What follows belongs to an exercise in optimizing a design on an open flow for a short achievable clock period; a production flow would make more cautious choices.
Function was not checked in any run shown here: the RTL went through the layout flow alone.
Power is estimated from default activity; no workload was simulated.

==> design.v <==
module crcfr (
    input  wire        clk,
    input  wire        rst_n,     
    input  wire        sel,       
    input  wire        we,        
    input  wire [1:0]  size,      
    input  wire [5:0]  addr,      
    input  wire [31:0] wdata,
    output reg  [31:0] rdata,
    output wire        buserr,
    output wire        irq
);
    localparam [3:0] ST_IDLE = 4'd0, ST_RAW = 4'd1, ST_ENC = 4'd2, ST_DEC = 4'd3,
                     ST_SIGGEN = 4'd4, ST_SIGCHK = 4'd5, ST_ERROR = 4'd15;
    localparam [2:0] PH_NONE = 3'd0, PH_LEN = 3'd1, PH_TAG = 3'd2, PH_PAYLOAD = 3'd3,
                     PH_CRC = 3'd4, PH_SIG = 3'd5, PH_END = 3'd6;
    localparam [3:0] E_MALFORMED_TAG = 4'd1, E_TRUNCATED = 4'd2, E_CHECKSUM = 4'd3,
                     E_SIGNATURE = 4'd4, E_ILLEGAL_CMD = 4'd5, E_NOT_ALLOWED = 4'd6,
                     E_UNEXPECTED = 4'd7, E_OVERRUN = 4'd8, E_CONFIG = 4'd9;
    localparam [1:0] SRC_CMD = 2'd0, SRC_DIN = 2'd1, SRC_CONFIG = 2'd2;
    localparam [3:0] R_ID = 4'd0, R_CMD = 4'd1, R_STATUS = 4'd2, R_ERRINFO = 4'd3,
                     R_CRC_STATE = 4'd4, R_CRC_RESULT = 4'd5, R_LEN = 4'd6, R_TAG = 4'd7,
                     R_AVAIL = 4'd8, R_PCOUNT = 4'd9, R_STORED = 4'd10, R_TAGFLAGS = 4'd11,
                     R_DIN = 4'd12, R_DOUT = 4'd13, R_INTEN = 4'd14, R_INTSTAT = 4'd15;
    localparam [31:0] ID_VALUE = 32'h43524331;
    function [31:0] crc_byte;
        input [31:0] c;
        input [7:0]  b;
        integer k;
        reg [31:0] v;
        begin
            v = c ^ {24'd0, b};
            for (k = 0; k < 8; k = k + 1)
                v = v[0] ? ((v >> 1) ^ 32'hEDB88320) : (v >> 1);
            crc_byte = v;
        end
    endfunction
    function is_letter;
        input [7:0] b;
        begin
            is_letter = (b >= 8'h41 && b <= 8'h5A) || (b >= 8'h61 && b <= 8'h7A);
        end
    endfunction
    function [7:0] be_byte;
        input [31:0] v;
        input [1:0]  i;
        begin
            case (i)
                2'd0: be_byte = v[31:24];
                2'd1: be_byte = v[23:16];
                2'd2: be_byte = v[15:8];
                default: be_byte = v[7:0];
            endcase
        end
    endfunction
    function [7:0] sig_byte;
        input [2:0] i;
        begin
            case (i)
                3'd0: sig_byte = 8'h89;
                3'd1: sig_byte = 8'h50;
                3'd2: sig_byte = 8'h4E;
                3'd3: sig_byte = 8'h47;
                3'd4: sig_byte = 8'h0D;
                3'd5: sig_byte = 8'h0A;
                3'd6: sig_byte = 8'h1A;
                default: sig_byte = 8'h0A;
            endcase
        end
    endfunction
    reg [3:0]  state;
    reg [2:0]  phase;
    reg [2:0]  idx;
    reg [3:0]  err;
    reg        done;
    reg        outv;
    reg [7:0]  outbuf;
    reg        pass;
    reg [3:0]  ei_state;
    reg [2:0]  ei_phase;
    reg [2:0]  ei_idx;
    reg [1:0]  ei_src;
    reg [31:0] crc;
    reg [31:0] len;
    reg [31:0] tag;
    reg [31:0] avail;
    reg [31:0] pcount;
    reg [31:0] stored;
    reg [1:0]  inten;
    reg [1:0]  intstat;
    wire legal_acc = (size == 2'd2) && (addr[1:0] == 2'b00);
    wire [3:0] reg_sel = addr[5:2];
    assign buserr = sel && !legal_acc;
    wire do_write = sel && legal_acc && we;
    wire do_read  = sel && legal_acc && !we;
    wire [7:0] din = wdata[7:0];
    wire [3:0] cmd_op     = wdata[3:0];
    wire       cmd_nopass = wdata[8];
    wire       cmd_legal  = (wdata[31:9] == 23'd0) && (wdata[7:4] == 4'd0) &&
                            (cmd_op <= 4'd8) && (!cmd_nopass || cmd_op == 4'd6);
    wire [3:0] letter = {is_letter(tag[7:0]), is_letter(tag[15:8]),
                         is_letter(tag[23:16]), is_letter(tag[31:24])};
    wire all_let = &letter;
    wire [31:0] tagflags = {22'd0, all_let & ~tag[13], tag[5], ~tag[13],
                            ~tag[21], ~tag[29], all_let, letter};
    assign irq = |(intstat & inten);
    wire [31:0] status  = {12'd0, irq, pass, outv, done, err, 1'b0, idx, 1'b0, phase, state};
    wire [31:0] errinfo = {18'd0, ei_src, 1'b0, ei_idx, 1'b0, ei_phase, ei_state};
    always @(*) begin
        case (reg_sel)
            R_ID:         rdata = ID_VALUE;
            R_STATUS:     rdata = status;
            R_ERRINFO:    rdata = errinfo;
            R_CRC_STATE:  rdata = crc;
            R_CRC_RESULT: rdata = ~crc;
            R_LEN:        rdata = len;
            R_TAG:        rdata = tag;
            R_AVAIL:      rdata = avail;
            R_PCOUNT:     rdata = pcount;
            R_STORED:     rdata = stored;
            R_TAGFLAGS:   rdata = tagflags;
            R_DOUT:       rdata = {23'd0, outv, outbuf};
            R_INTEN:      rdata = {30'd0, inten};
            R_INTSTAT:    rdata = {30'd0, intstat};
            default:      rdata = 32'd0;
        endcase
    end
    wire s_idle = (state == ST_IDLE);
    wire s_raw  = (state == ST_RAW);
    wire s_enc  = (state == ST_ENC);
    wire s_dec  = (state == ST_DEC);
    wire s_sgen = (state == ST_SIGGEN);
    wire s_schk = (state == ST_SIGCHK);
    wire s_err  = (state == ST_ERROR);
    wire p_len  = (phase == PH_LEN);
    wire p_tag  = (phase == PH_TAG);
    wire p_pay  = (phase == PH_PAYLOAD);
    wire p_crc  = (phase == PH_CRC);
    wire p_sig  = (phase == PH_SIG);
    wire p_end  = (phase == PH_END);
    wire idx3 = (idx == 3'd3);
    wire idx7 = (idx == 3'd7);
    wire [2:0] idx_inc = idx + 3'd1;
    wire [31:0] crc_shift = crc_byte(crc, 8'd0);
    wire [31:0] crc_din   = crc_shift ^ crc_byte(32'd0, din);
    wire [7:0]  tag_b     = be_byte(tag, idx[1:0]);
    wire [31:0] crc_tag   = crc_byte(crc, tag_b);
    wire [31:0] pcount_inc = pcount + 32'd1;
    wire        pc_last    = (pcount_inc == len);
    wire        len_nz     = (len != 32'd0);
    wire        avail_lt12 = (avail < 32'd12);
    wire        avail_lt8  = (avail < 32'd8);
    wire [31:0] avail_dec  = avail - 32'd1;
    wire [32:0] lim        = {1'b0, avail_dec} - 33'd8;
    wire        lim_neg    = lim[32];
    wire        lenhi_gt   = (len[23:0] > lim[31:8]);
    wire        lenhi_eq   = (len[23:0] == lim[31:8]);
    wire        trunc_din  = lim_neg | lenhi_gt | (lenhi_eq & (din > lim[7:0]));
    wire        tag_ok_din = is_letter(tag[23:16]) & is_letter(tag[15:8]) &
                             is_letter(tag[7:0]) & is_letter(din);
    wire [31:0] crc_res    = ~crc;
    wire        chk_ok_din = (stored[23:0] == crc_res[31:8]) & (din == crc_res[7:0]);
    wire        sig_ok_din = (din == sig_byte(idx));
    reg [3:0]  n_state;
    reg [2:0]  n_phase;
    reg [2:0]  n_idx;
    reg [3:0]  n_err;
    reg        n_done;
    reg        n_outv;
    reg [7:0]  n_outbuf;
    reg        n_pass;
    reg [3:0]  n_ei_state;
    reg [2:0]  n_ei_phase;
    reg [2:0]  n_ei_idx;
    reg [1:0]  n_ei_src;
    reg [31:0] n_crc;
    reg [31:0] n_len;
    reg [31:0] n_tag;
    reg [31:0] n_avail;
    reg [31:0] n_pcount;
    reg [31:0] n_stored;
    reg [1:0]  n_inten;
    reg [1:0]  n_intstat;
    reg        raise;
    reg [3:0]  raise_code;
    reg [1:0]  raise_src;
    reg [3:0]  r_state;    
    reg [2:0]  r_phase;
    reg [2:0]  r_idx;
    reg        soft_reset;
    reg        complete;
    always @(*) begin
        n_state    = state;
        n_phase    = phase;
        n_idx      = idx;
        n_err      = err;
        n_done     = done;
        n_outv     = outv;
        n_outbuf   = outbuf;
        n_pass     = pass;
        n_ei_state = ei_state;
        n_ei_phase = ei_phase;
        n_ei_idx   = ei_idx;
        n_ei_src   = ei_src;
        n_crc      = crc;
        n_len      = len;
        n_tag      = tag;
        n_avail    = avail;
        n_pcount   = pcount;
        n_stored   = stored;
        n_inten    = inten;
        n_intstat  = intstat;
        raise      = 1'b0;
        raise_code = 4'd0;
        raise_src  = SRC_CMD;
        r_state    = state;
        r_phase    = phase;
        r_idx      = idx;
        soft_reset = 1'b0;
        complete   = 1'b0;
        if (do_write) begin
            case (reg_sel)
                R_CMD: begin
                    if (s_err) begin
                        if (cmd_legal && cmd_op == 4'd1) begin
                            soft_reset = 1'b1;
                        end else if (cmd_legal && cmd_op == 4'd2) begin
                            n_state = ST_IDLE; n_phase = PH_NONE; n_idx = 3'd0;
                            n_err = 4'd0;
                            n_ei_state = 4'd0; n_ei_phase = 3'd0; n_ei_idx = 3'd0; n_ei_src = 2'd0;
                            n_done = 1'b0; n_outv = 1'b0; n_outbuf = 8'd0;
                        end
                    end else if (!cmd_legal) begin
                        raise = 1'b1; raise_code = E_ILLEGAL_CMD;
                    end else begin
                        case (cmd_op)
                            4'd0: ;
                            4'd1: soft_reset = 1'b1;
                            4'd2: begin
                                n_state = ST_IDLE; n_phase = PH_NONE; n_idx = 3'd0;
                                n_err = 4'd0;
                                n_ei_state = 4'd0; n_ei_phase = 3'd0; n_ei_idx = 3'd0; n_ei_src = 2'd0;
                                n_done = 1'b0; n_outv = 1'b0; n_outbuf = 8'd0;
                            end
                            4'd3, 4'd4: begin
                                if (!(s_idle || s_raw)) begin
                                    raise = 1'b1; raise_code = E_NOT_ALLOWED;
                                end else begin
                                    n_outv = 1'b0; n_outbuf = 8'd0; n_done = 1'b0; n_pass = 1'b0;
                                    n_state = ST_RAW; n_phase = PH_NONE; n_idx = 3'd0;
                                    if (cmd_op[0]) begin    
                                        n_crc = 32'hFFFFFFFF;
                                        n_pcount = 32'd0;
                                    end
                                end
                            end
                            4'd5: begin
                                if (!s_idle) begin
                                    raise = 1'b1; raise_code = E_NOT_ALLOWED;
                                end else begin
                                    n_done = 1'b0; n_pass = 1'b0;
                                    n_pcount = 32'd0;
                                    n_crc = 32'hFFFFFFFF;
                                    n_state = ST_ENC;
                                    if (!all_let) begin
                                        raise = 1'b1; raise_code = E_MALFORMED_TAG;
                                        r_state = ST_ENC; r_phase = PH_LEN; r_idx = 3'd0;
                                    end else begin
                                        n_outbuf = len[31:24]; n_outv = 1'b1;
                                        n_phase = PH_LEN; n_idx = 3'd1;
                                    end
                                end
                            end
                            4'd6: begin
                                if (!s_idle) begin
                                    raise = 1'b1; raise_code = E_NOT_ALLOWED;
                                end else begin
                                    n_outv = 1'b0; n_outbuf = 8'd0; n_done = 1'b0;
                                    n_state = ST_DEC; n_phase = PH_LEN; n_idx = 3'd0;
                                    n_pass = !cmd_nopass;
                                    n_len = 32'd0;
                                    n_tag = 32'd0;
                                    n_stored = 32'd0;
                                    n_pcount = 32'd0;
                                    n_crc = 32'hFFFFFFFF;
                                    if (avail_lt12) begin
                                        raise = 1'b1; raise_code = E_TRUNCATED;
                                        r_state = ST_DEC; r_phase = PH_LEN; r_idx = 3'd0;
                                    end
                                end
                            end
                            4'd7: begin
                                if (!s_idle) begin
                                    raise = 1'b1; raise_code = E_NOT_ALLOWED;
                                end else begin
                                    n_done = 1'b0; n_pass = 1'b0;
                                    n_state = ST_SIGGEN;
                                    n_outbuf = 8'h89; n_outv = 1'b1;
                                    n_phase = PH_SIG; n_idx = 3'd1;
                                end
                            end
                            default: begin
                                if (!s_idle) begin
                                    raise = 1'b1; raise_code = E_NOT_ALLOWED;
                                end else begin
                                    n_outv = 1'b0; n_outbuf = 8'd0; n_done = 1'b0; n_pass = 1'b0;
                                    n_state = ST_SIGCHK; n_phase = PH_SIG; n_idx = 3'd0;
                                    if (avail_lt8) begin
                                        raise = 1'b1; raise_code = E_SIGNATURE;
                                        r_state = ST_SIGCHK; r_phase = PH_SIG; r_idx = 3'd0;
                                    end
                                end
                            end
                        endcase
                    end
                end
                R_CRC_STATE, R_LEN, R_TAG, R_AVAIL: begin
                    if (s_err) begin
                    end else if (!s_idle) begin
                        raise = 1'b1; raise_code = E_CONFIG; raise_src = SRC_CONFIG;
                    end else begin
                        case (reg_sel)
                            R_CRC_STATE: n_crc   = wdata;
                            R_LEN:       n_len   = wdata;
                            R_TAG:       n_tag   = wdata;
                            default:     n_avail = wdata;
                        endcase
                    end
                end
                R_DIN: begin
                    raise_src = SRC_DIN;
                    if (s_err) begin
                    end else if (s_raw) begin
                        n_crc    = crc_din;
                        n_pcount = pcount_inc;
                    end else if (s_enc) begin
                        if (!p_pay) begin
                            raise = 1'b1; raise_code = E_UNEXPECTED;
                        end else if (outv) begin
                            raise = 1'b1; raise_code = E_OVERRUN;
                        end else begin
                            n_crc    = crc_din;
                            n_pcount = pcount_inc;
                            n_outbuf = din;
                            n_outv   = 1'b1;
                            if (pc_last) begin
                                n_phase = PH_CRC; n_idx = 3'd0;
                            end
                        end
                    end else if (s_dec) begin
                        if (p_len) begin
                            n_len   = {len[23:0], din};
                            n_avail = avail_dec;
                            if (idx3) begin
                                if (trunc_din) begin
                                    raise = 1'b1; raise_code = E_TRUNCATED;
                                end else begin
                                    n_phase = PH_TAG; n_idx = 3'd0;
                                end
                            end else begin
                                n_idx = idx_inc;
                            end
                        end else if (p_tag) begin
                            n_tag   = {tag[23:0], din};
                            n_crc   = crc_din;
                            n_avail = avail_dec;
                            if (idx3) begin
                                if (!tag_ok_din) begin
                                    raise = 1'b1; raise_code = E_MALFORMED_TAG;
                                end else begin
                                    n_phase = len_nz ? PH_PAYLOAD : PH_CRC;
                                    n_idx = 3'd0;
                                end
                            end else begin
                                n_idx = idx_inc;
                            end
                        end else if (p_pay) begin
                            if (pass && outv) begin
                                raise = 1'b1; raise_code = E_OVERRUN;
                            end else begin
                                n_crc    = crc_din;
                                n_avail  = avail_dec;
                                n_pcount = pcount_inc;
                                if (pass) begin
                                    n_outbuf = din;
                                    n_outv   = 1'b1;
                                end
                                if (pc_last) begin
                                    n_phase = PH_CRC; n_idx = 3'd0;
                                end
                            end
                        end else begin  
                            n_stored = {stored[23:0], din};
                            n_avail  = avail_dec;
                            if (idx3) begin
                                if (!chk_ok_din) begin
                                    raise = 1'b1; raise_code = E_CHECKSUM;
                                end else begin
                                    complete = 1'b1;
                                end
                            end else begin
                                n_idx = idx_inc;
                            end
                        end
                    end else if (s_schk) begin
                        n_avail = avail_dec;
                        if (!sig_ok_din) begin
                            raise = 1'b1; raise_code = E_SIGNATURE;
                        end else if (idx7) begin
                            complete = 1'b1;
                        end else begin
                            n_idx = idx_inc;
                        end
                    end else begin  
                        raise = 1'b1; raise_code = E_UNEXPECTED;
                    end
                end
                R_INTEN:   n_inten   = wdata[1:0];
                R_INTSTAT: n_intstat = intstat & ~wdata[1:0];
                default: ;
            endcase
        end else if (do_read && reg_sel == R_DOUT && outv) begin
            n_outv   = 1'b0;
            n_outbuf = 8'd0;
            if ((s_enc || s_sgen) && p_end) begin
                complete = 1'b1;
            end else if (s_enc && p_len) begin
                n_outbuf = be_byte(len, idx[1:0]); n_outv = 1'b1;
                if (idx3) begin n_phase = PH_TAG; n_idx = 3'd0; end
                else n_idx = idx_inc;
            end else if (s_enc && p_tag) begin
                n_outbuf = tag_b; n_outv = 1'b1;
                n_crc = crc_tag;
                if (idx3) begin n_phase = len_nz ? PH_PAYLOAD : PH_CRC; n_idx = 3'd0; end
                else n_idx = idx_inc;
            end else if (s_enc && p_crc) begin
                n_outbuf = be_byte(crc_res, idx[1:0]); n_outv = 1'b1;
                if (idx3) begin n_phase = PH_END; n_idx = 3'd0; end
                else n_idx = idx_inc;
            end else if (s_sgen && p_sig) begin
                n_outbuf = sig_byte(idx); n_outv = 1'b1;
                if (idx7) begin n_phase = PH_END; n_idx = 3'd0; end
                else n_idx = idx_inc;
            end
        end
        if (complete) begin
            n_state = ST_IDLE; n_phase = PH_NONE; n_idx = 3'd0;
            n_done = 1'b1;
            n_intstat = intstat | 2'b01;
        end
        if (raise) begin
            n_ei_state = r_state;
            n_ei_phase = r_phase;
            n_ei_idx   = r_idx;
            n_ei_src   = raise_src;
            n_err      = raise_code;
            n_state    = ST_ERROR;
            n_phase    = PH_NONE;
            n_idx      = 3'd0;
            n_outv     = 1'b0;
            n_outbuf   = 8'd0;
            n_done     = 1'b0;
            n_intstat  = intstat | 2'b10;
        end
    end
    always @(posedge clk) begin
        if (!rst_n || soft_reset) begin
            state    <= ST_IDLE;
            phase    <= PH_NONE;
            idx      <= 3'd0;
            err      <= 4'd0;
            done     <= 1'b0;
            outv     <= 1'b0;
            outbuf   <= 8'd0;
            pass     <= 1'b0;
            ei_state <= 4'd0;
            ei_phase <= 3'd0;
            ei_idx   <= 3'd0;
            ei_src   <= 2'd0;
            crc      <= 32'hFFFFFFFF;
            len      <= 32'd0;
            tag      <= 32'd0;
            avail    <= 32'd0;
            pcount   <= 32'd0;
            stored   <= 32'd0;
            inten    <= 2'd0;
            intstat  <= 2'd0;
        end else begin
            state    <= n_state;
            phase    <= n_phase;
            idx      <= n_idx;
            err      <= n_err;
            done     <= n_done;
            outv     <= n_outv;
            outbuf   <= n_outbuf;
            pass     <= n_pass;
            ei_state <= n_ei_state;
            ei_phase <= n_ei_phase;
            ei_idx   <= n_ei_idx;
            ei_src   <= n_ei_src;
            crc      <= n_crc;
            len      <= n_len;
            tag      <= n_tag;
            avail    <= n_avail;
            pcount   <= n_pcount;
            stored   <= n_stored;
            inten    <= n_inten;
            intstat  <= n_intstat;
        end
    end
endmodule
==> run.sh <==
#!/bin/bash
# synth_recipe.tcl (not shown) runs the flow's synth.tcl, then flattens the netlist and writes it again
# the make line also repeats each setting of config.mk as NAME=value (left out here)
make -C /OpenROAD-flow-scripts/flow DESIGN_CONFIG=/design/flow/config.mk WORK_HOME=/design/flow/orfs CLKGATE_MAP_FILE= SYNTH_SCRIPT=/design/flow/synth_recipe.tcl finish
==> config.mk <==
export PLATFORM = sky130hd
export DESIGN_NAME = crcfr
export DESIGN_NICKNAME = crcfr
export VERILOG_FILES = /design/flow/design.v
export SDC_FILE = /design/flow/constraint.sdc
export NUM_CORES = 4
export LEC_CHECK = 0
export CAP_MARGIN = 20
export CORE_MARGIN = 2
export CORE_UTILIZATION = 40
export SLEW_MARGIN = 20
==> constraint.sdc <==
create_clock -name core_clock -period 10.0 [get_ports {clk}]
set_input_delay 2.0000 -clock core_clock [delete_from_list [all_inputs] [get_ports {clk}]]
set_output_delay 2.0000 -clock core_clock [all_outputs]
set_load 0.01 [all_outputs]
==> results by group, run 1 <==
GRT
  – GR peak layer: met2
  – Grt ovf: 0
  – Grt met3 use: 0.123
  – Met2 GRT Util: 0.671
  – Grt met1 use: 0.573
  – Global-route wire length before repair: 178 mm
  – GRT Util Overall: 0.460
  – Largest net degree at the start of global routing: between 150 and 200
  – Vias in the first global route: 23,300
  – Antenna violations before repair: 7

STA
  – Worst Skew: 18.9 ps
  – Least-Margin Pin Slew: 1210 ps
  – Final Hold Viols: 0
  – Worst slew margin: 0.190
  – Final setup margin: approximately 2200 ps
  – Setup_tns: 0 ps
  – Tmin final: between 7000 and 8000 ps
  – Final period util: 0.776
  – Final setup viols: 0
  – Final Slew Violations: 0
  – RSZ-0062 raised after global routing: no
  – Maximum clock frequency: 129 MHz

Clock network
  – CTS tree: done
  – Clock root cell: clkbuf_16
  – Num CTS Buffers: 31
  – # H-tree levels: 1
  – Clock latency (worst-skew pair): 620 ps
  – Sink Count: 233
  – Post-CTS setup buffers: 0
  – Max Root-Sink Buffers: 3
  – Post-CTS sizing: 0
  – CTS clk-pin slew, worst paths: 60 ps
  – Hold-fix buffers, CTS: 0

Final layout
  – Nets: 2,926
  – Layout cells sized above 1: 0.0713
  – Final cell utilization of the core: 0.453
  – Area grow syn2layout: 12.0%

Yosys
  – Syn Nets: 3,008
  – Mean Syn Cell Area: between 7 and 8 µm²
  – Count of cell types in the netlist: 93
  – Ys async rst share: 0
  – Yosys warnings: 1
  – Most used standard cell by instance count after synthesis: a21oi_1
  – Number of synthesized flops with an enable pin: 0
  – Yosys top cell by area: dfxtp_1
  – Synthesized instance count: 2,907
  – Register area share after synthesis: 0.224
  – Post-synth top area share: 0.224
  – Cell area after synthesis: 20,800 µm²
  – Yosys reg bits: around 230
  – Ys flop type: dfxtp_1
  – Top cells by area, synth: dfxtp_1 (22%), xnor2_1 (8.3%), a21oi_1 (6.7%)
  – Commonest cells post-synth: a21oi_1 (279), nor2_1 (271), nand2_1 (270), clkbuf_1 (261), dfxtp_1 (233)

Place
  – Worst slack, placed: roughly 2400 ps
  – Port bufs: 77
  – Hpwl dp: 91.7 mm
  – Routability cong.: 1.09

Routing
  – Initial DRC count: 4,474
  – Number of remaining DRC errors: 0
  – WL/cell: 35.9 µm
  – Via density per instance: 7.20
  – Routed Antenna Nets: 0
  – Via count: between 20,000 and 30,000
  – Drt first pass iters: 7
  – Routed Wire Length: 127 mm

Critical path
  – Crit-path max cell delay: 860 ps
  – CP Launch Type: primary input
  – Arr. time, crit path: 5760 ps
  – WS Path Type: in -> out
  – Worst Path Max Fanout: 34
  – Setup crit end kind: primary output
  – WP data required: approximately 8000 ps
  – Cells along the critical path: clkdlybuf4s50_1 > buf_4 > nand2b_1 > nor2_2 > buf_4 > a22o_1 > a221oi_1 > nand3_1 > clkdlybuf4s50_1
  – Slowest cell on crit path: a221oi_1

Floorplan
  – Die H: 232 µm
  – Core ar.: 51,400 µm²
  – Die W: 232 µm
  – Initial Util: 0.405
  – Ports: 78
  – Die area: 53,800 µm²
  – Cell row count: 83

Pwr
  – Power Dens Cells: 109 nW/µm²
  – Total Power: 2.53 mW
  – Max VDD drop: between 100 and 150 µV
  – P_leak: 7.91 nW

Outcome
  – Outcome: no timing/DRC/antenna violations

Job
  – Max-capacitance violation count: 0

Worst hold path
  – Worst hold-check path type: reg -> reg
==> cell type report <==
type	count	area (µm²)
flip-flops and latches	233	4660
diodes	5	12.5
clock inverters	18	240
inverters	36	135
clock buffers	37	828
well taps	680	851
multi-input cells	2358	15100
repair buffers	165	1480
fillers	5289	28100
==> cell families (layout without fill, tap and decap cells) <==
| logic type | Yosys count | in the layout | share of synthesized area |
|---|---|---|---|
| flip-flops | 233 | 233 | 0.224 |
| buffers and inverters | 316 | 256 | 0.0581 |
| XOR/XNOR | 256 | 256 | 0.108 |
| multiplexers | 27 | 27 | 0.0139 |
| AND/OR/NAND/NOR | 1084 | 1084 | 0.260 |
| other | 0 | 5 | 0 |
| adder cells (fa/ha/maj) | 57 | 57 | 0.0343 |
| AO/OA/AOI/OAI | 934 | 934 | 0.301 |
==> sequential cells by signal, summed over array words and instances (netlist names), 3 cells and up <==
register and cells:
state 4, idx 3, outbuf 8, phase 3, ei_idx 3, stored 32, ei_phase 3, len 32
avail 32, ei_state 4, tag 32, crc 32, err 4, pcount 32
==> final timing paths <==
| check | start | endpoint | slack, ps | cells after the start |
|---|---|---|---|---|
| max | addr[2] | rdata[6] | 2240 | 9 |
| min | len[1] | len[1] | 460 | 2 |
| min reg2reg | len[1] | len[1] | 460 | 2 |
| max reg2reg | avail[2] | outbuf[1] | 2930 | 18 |
==> cells in the final DEF, fill, tap and decap left out, types with 57 or more instances in the layout <==
cell and instances:
nor3_1 73, buf_4 83, ha_1 57, nand3_1 123, dfxtp_1 233, a211oi_1 57, nand2_1 269, nor4_1 62
o21ai_0 162, xnor2_1 197, clkdlybuf4s50_1 77, a221oi_1 68, a21oi_1 278, nor2_1 267, xor2_1 58
==> critical path: cells and delay by family <==
family | cells | cell delay [ps]
buffers and inverters | 4 | 1800
and+or+nand+nor | 3 | 750
AOI/OAI and AO/OA | 2 | 1140
==> per-layer routing <==
metal | up-vias | wire, µm
met2 | 2052 | 51900
met3 | 564 | 16200
met4 | 6 | 12100
met1 | 12100 | 46700
li1 | 10700 | -
met5 | - | 32
==> power by group <==
part	internal [mW]	switching (mW)
Combinational	0.117	0.250
Sequential	0.930	0.00553
Clock	0.716	0.512
==> through the flow <==
step / area [µm²] / hold slack [ps] / instances
floorplan: 20800 / 432 / 2907
global placement: 22100 / 444 / 3468
detailed placement: 22200 / 447 / 3470
CTS: 23300 / 455 / 3525
global route: 23300 / 484 / 3527
finish: 23300 / 457 / 3532
==> run 2: changes to the inputs <==
--- a/config.mk
+++ b/config.mk
@@ -9,3 +9,4 @@
 export CORE_MARGIN = 2
 export CORE_UTILIZATION = 40
+export SETUP_SLACK_MARGIN = 5
 export SLEW_MARGIN = 20
==> results by group, run 2 <==
Outcome
  – Outcome: no timing/DRC/antenna violations (unchanged)

Critical path
  – Arr. time, crit path: 3770 ps (was 5760 ps)
  – Critical Path Start: addr[5] (was addr[2])
  – WS Path Type: in -> out (unchanged)
  – Worst Path Max Fanout: 7 (was 34)
  – Setup crit end kind: primary output (unchanged)
  – Reg2reg path depth: 22 (was 18)
  – WP data required: 8000 ps (about the same)
  – CP Launch Type: primary input (unchanged)
  – RR Startpoint: avail[8] (was avail[2])

Pwr
  – Seq pwr share: 0.355 (was 0.370)
  – Internal power: 1.85 mW (was 1.76 mW)
  – Max VDD drop: 126 µV (was 150 µV)
  – Clk pwr share: 0.467 (was 0.485)
  – Total Power: 2.63 mW (was 2.53 mW)
  – Sw power: 778 µW (was 767 µW)
  – Switching part of the total: 0.296 (was 0.303)
  – P_leak: 9.91 nW (was 7.91 nW)
  – Power Dens Cells: 96.5 nW/µm² (was 109 nW/µm²)
  – Comb pwr share: 0.178 (was 0.145)

Yosys
  – Most used standard cell by instance count after synthesis: a21oi_1 (unchanged)
  – Post-synth top area share: 0.224 (unchanged)
  – Number of synthesized flops with an enable pin: 0 (unchanged)
  – Mean Syn Cell Area: 7.15 µm² (unchanged)
  – Commonest cells post-synth: a21oi_1 (279), nor2_1 (271), nand2_1 (270), clkbuf_1 (261), dfxtp_1 (233) (unchanged)
  – Cell area after synthesis: 20,800 µm² (unchanged)
  – Syn Nets: 3,008 (unchanged)
  – Synthesized instance count: 2,907 (unchanged)
  – Count of cell types in the netlist: 93 (unchanged)
  – Yosys top cell by area: dfxtp_1 (unchanged)
  – Ys flop type: dfxtp_1 (unchanged)
  – Top cells by area, synth: dfxtp_1 (22%), xnor2_1 (8.3%), a21oi_1 (6.7%) (unchanged)
  – Ys async rst share: 0 (unchanged)
  – Yosys reg bits: 233 (unchanged)
  – Register area share after synthesis: 0.224 (unchanged)
  – Yosys warnings: 1 (unchanged)

STA
  – RSZ-0062 raised after global routing: yes (was no)
  – Final Slew Violations: 0 (unchanged)
  – WHS: 465 ps (was 457 ps)
  – Final Hold Viols: 0 (unchanged)
  – Final setup margin: 4230 ps (was 2240 ps)
  – Worst Skew: 35.3 ps (was 18.9 ps)
  – Final setup viols: 0 (unchanged)
  – Least-Margin Pin Slew: 1230 ps (was 1210 ps)
  – Setup_tns: 0 ps (unchanged)
  – Final period util: 0.577 (was 0.776)
  – Tmin final: 5770 ps (was 7760 ps)
  – Worst slew margin: 0.177 (was 0.190)
  – Maximum clock frequency: 173 MHz (was 129 MHz)

Routing
  – Routed Wire Length: 124 mm (was 127 mm)
  – Initial DRC count: 4,725 (was 4,474)
  – WL/cell: 33.1 µm (was 35.9 µm)
  – Drt first pass iters: 15 (was 7)
  – Via count: 26,900 (was 25,400)
  – Routed Antenna Nets: 0 (unchanged)
  – Number of remaining DRC errors: 0 (unchanged)
  – Via density per instance: 7.17 (was 7.20)

Clock network
  – Max Root-Sink Buffers: 3 (unchanged)
  – Clock root cell: clkbuf_16 (unchanged)
  – # H-tree levels: 1 (unchanged)
  – CTS tree: done (unchanged)
  – Sink Count: 233 (unchanged)
  – CTS clk-pin slew, worst paths: 60 ps (about the same)
  – Hold-fix buffers, CTS: 0 (unchanged)
  – Num CTS Buffers: 30 (was 31)
  – Clock latency (worst-skew pair): 620 ps (about the same)

Floorplan
  – Die W: 232 µm (unchanged)
  – Die H: 232 µm (unchanged)
  – Core ar.: 51,400 µm² (unchanged)
  – Initial Util: 0.405 (unchanged)
  – Ports: 78 (unchanged)
  – Die area: 53,800 µm² (unchanged)
  – Cell row count: 83 (unchanged)

GRT
  – Vias in the first global route: 24,100 (was 23,300)
  – Largest net degree at the start of global routing: 84 (was 164)
  – Grt ovf: 0 (unchanged)
  – Antenna violations before repair: 11 (was 7)
  – GRT Util Overall: 0.445 (was 0.460)
  – Global-route wire length before repair: 174 mm (was 178 mm)

Final layout
  – FILL cells: 4,845 (was 5,289)
  – Most frequent cells in the layout: a21oi_1 (264), nor2_1 (253), nand2_1 (249), dfxtp_1 (218), buf_4 (202) (was a21oi_1 (278), nand2_1 (269), nor2_1 (267), dfxtp_1 (233), xnor2_1 (197))
  – Finished Cell Area: 27,300 µm² (was 23,300 µm²)
  – Commonest non-fill, non-tap cell in the layout: a21oi_1 (unchanged)
  – Area grow syn2layout: 31.0% (was 12.0%)
  – Nets: 3,141 (was 2,926)
  – Layout cells sized above 1: 0.220 (was 0.0713)

Worst hold path
  – Hold depth: 2 (unchanged)
  – Hold path startpoint: stored[29] (was len[1])
  – Worst hold-check path type: reg -> reg (unchanged)

Job
  – Max-capacitance violation count: 0 (unchanged)

Place
  – Worst slack, placed: 2360 ps (was 2440 ps)
  – Placed Area: 22,300 µm² (was 22,200 µm²)
  – Port bufs: 77 (unchanged)
  – Routability cong.: 1.06 (was 1.09)
  – Hpwl dp: 82.7 mm (was 91.7 mm)
[run 2: cell counts after synthesis]
Identical to the previous run, type by type.
[run 2: routing by layer]
metal	share of wire	wire [µm]	global-route usage
met1	0.36	44400	0.545
met2	0.40	49800	0.637
met3	0.15	18900	0.172
met4	0.090	11100	0.305
met5	0.00043	54	0
[run 2: critical path: stages]
cell	delay, ps
buf_12	100
buf_12	130
buf_12	130
nand2_8	70
nor3_4	50
buf_6	150
buf_8	140
buf_4	130
a221oi_1	310
o211ai_1	310
buf_2	250
[run 2: cell type report]
class	instances	area [µm²]	share of cell area
multi-input cells	2364	16600	0.608
flip-flops and latches	233	4710	0.173
repair buffers	375	3840	0.141
well taps	680	851	0.0312
clock buffers	38	841	0.0309
clock inverters	15	239	0.00877
inverters	36	171	0.00629
diodes	7	17.5	0.000643
[run 2: cells by family after synthesis]
group | synth area share
AOI/OAI and AO/OA | 0.301
xor gates and xnor gates | 0.108
adders and majority gates | 0.0343
buffers and inverters | 0.0581
DFF | 0.224
muxes | 0.0139
and+or+nand+nor | 0.260
[run 2: what timing repair did]
item	4_1_cts	5_1_grt
cloned	19	2
pin swaps	103	71
gates resized for setup	414	162
setup endpoints to repair	266	242
setup buffers	148	67
[run 2: power groups by stage]
stage | Clock (mW) | Combinational, mW | Sequential [mW]
2_1_floorplan | 0 | 0.214 | 0.952
3_3_place_gp | 0 | 0.345 | 0.956
3_5_place_dp | 0 | 0.347 | 0.956
4_1_cts | 1.23 | 0.421 | 0.933
5_1_grt | 1.27 | 0.478 | 0.933
6_report | 1.23 | 0.468 | 0.934
[run 2: final timing paths]
| path | end | slack [ps] |
|---|---|---|
| worst min register to register | stored[29] | 460 |
| worst max register to register | ei_state[0] | 4650 |
| worst max-delay path | rdata[2] | 4230 |
| worst min-delay path | stored[29] | 460 |
[run 2: metrics by stage]
stage / utilization / instances
after floorplan: - / 2907
after detailed placement: 0.433 / 3452
after global placement: 0.433 / 3452
final: 0.530 / 3748
after CTS: 0.510 / 3672
after global routing: 0.530 / 3741

==> separate check: timing with driven ports <==
The flow's constraints put no driver on any port. The routed layouts listed below were extracted and timed again, unchanged, in two steps. Step 1: set_driving_cell puts a clkbuf_16 on clk and a buf_2 on each other input, an assumption about the parent block. Step 2, shift: input delay + t, output delay - t, t = (earliest + latest rising clock arrival at the registers) / 2. This alone moves slack from input paths to output paths. Slacks: no drivers / after step 1 / after step 2; pairs: no drivers / after step 1.
| run | t (ns) | slack for setup (ns) | hold WS [ns] | worst setup path at the end | clock arrival spread, ns |
|---|---|---|---|---|---|
| run 1 | 0.671 | 2.236 / 2.213 / 2.213 | 0.457 / 0.457 / 0.457 | input to output | 0.019 / 0.019 |
| run 2 | 0.667 | 4.226 / 4.170 / 4.112 | 0.465 / 0.465 / 0.465 | input to register | 0.035 / 0.035 |
After both steps every run listed still meets setup and hold. For run 2, which loses most, drivers alone change the setup slack by -0.056 ns; drivers and shift together by -0.114 ns.
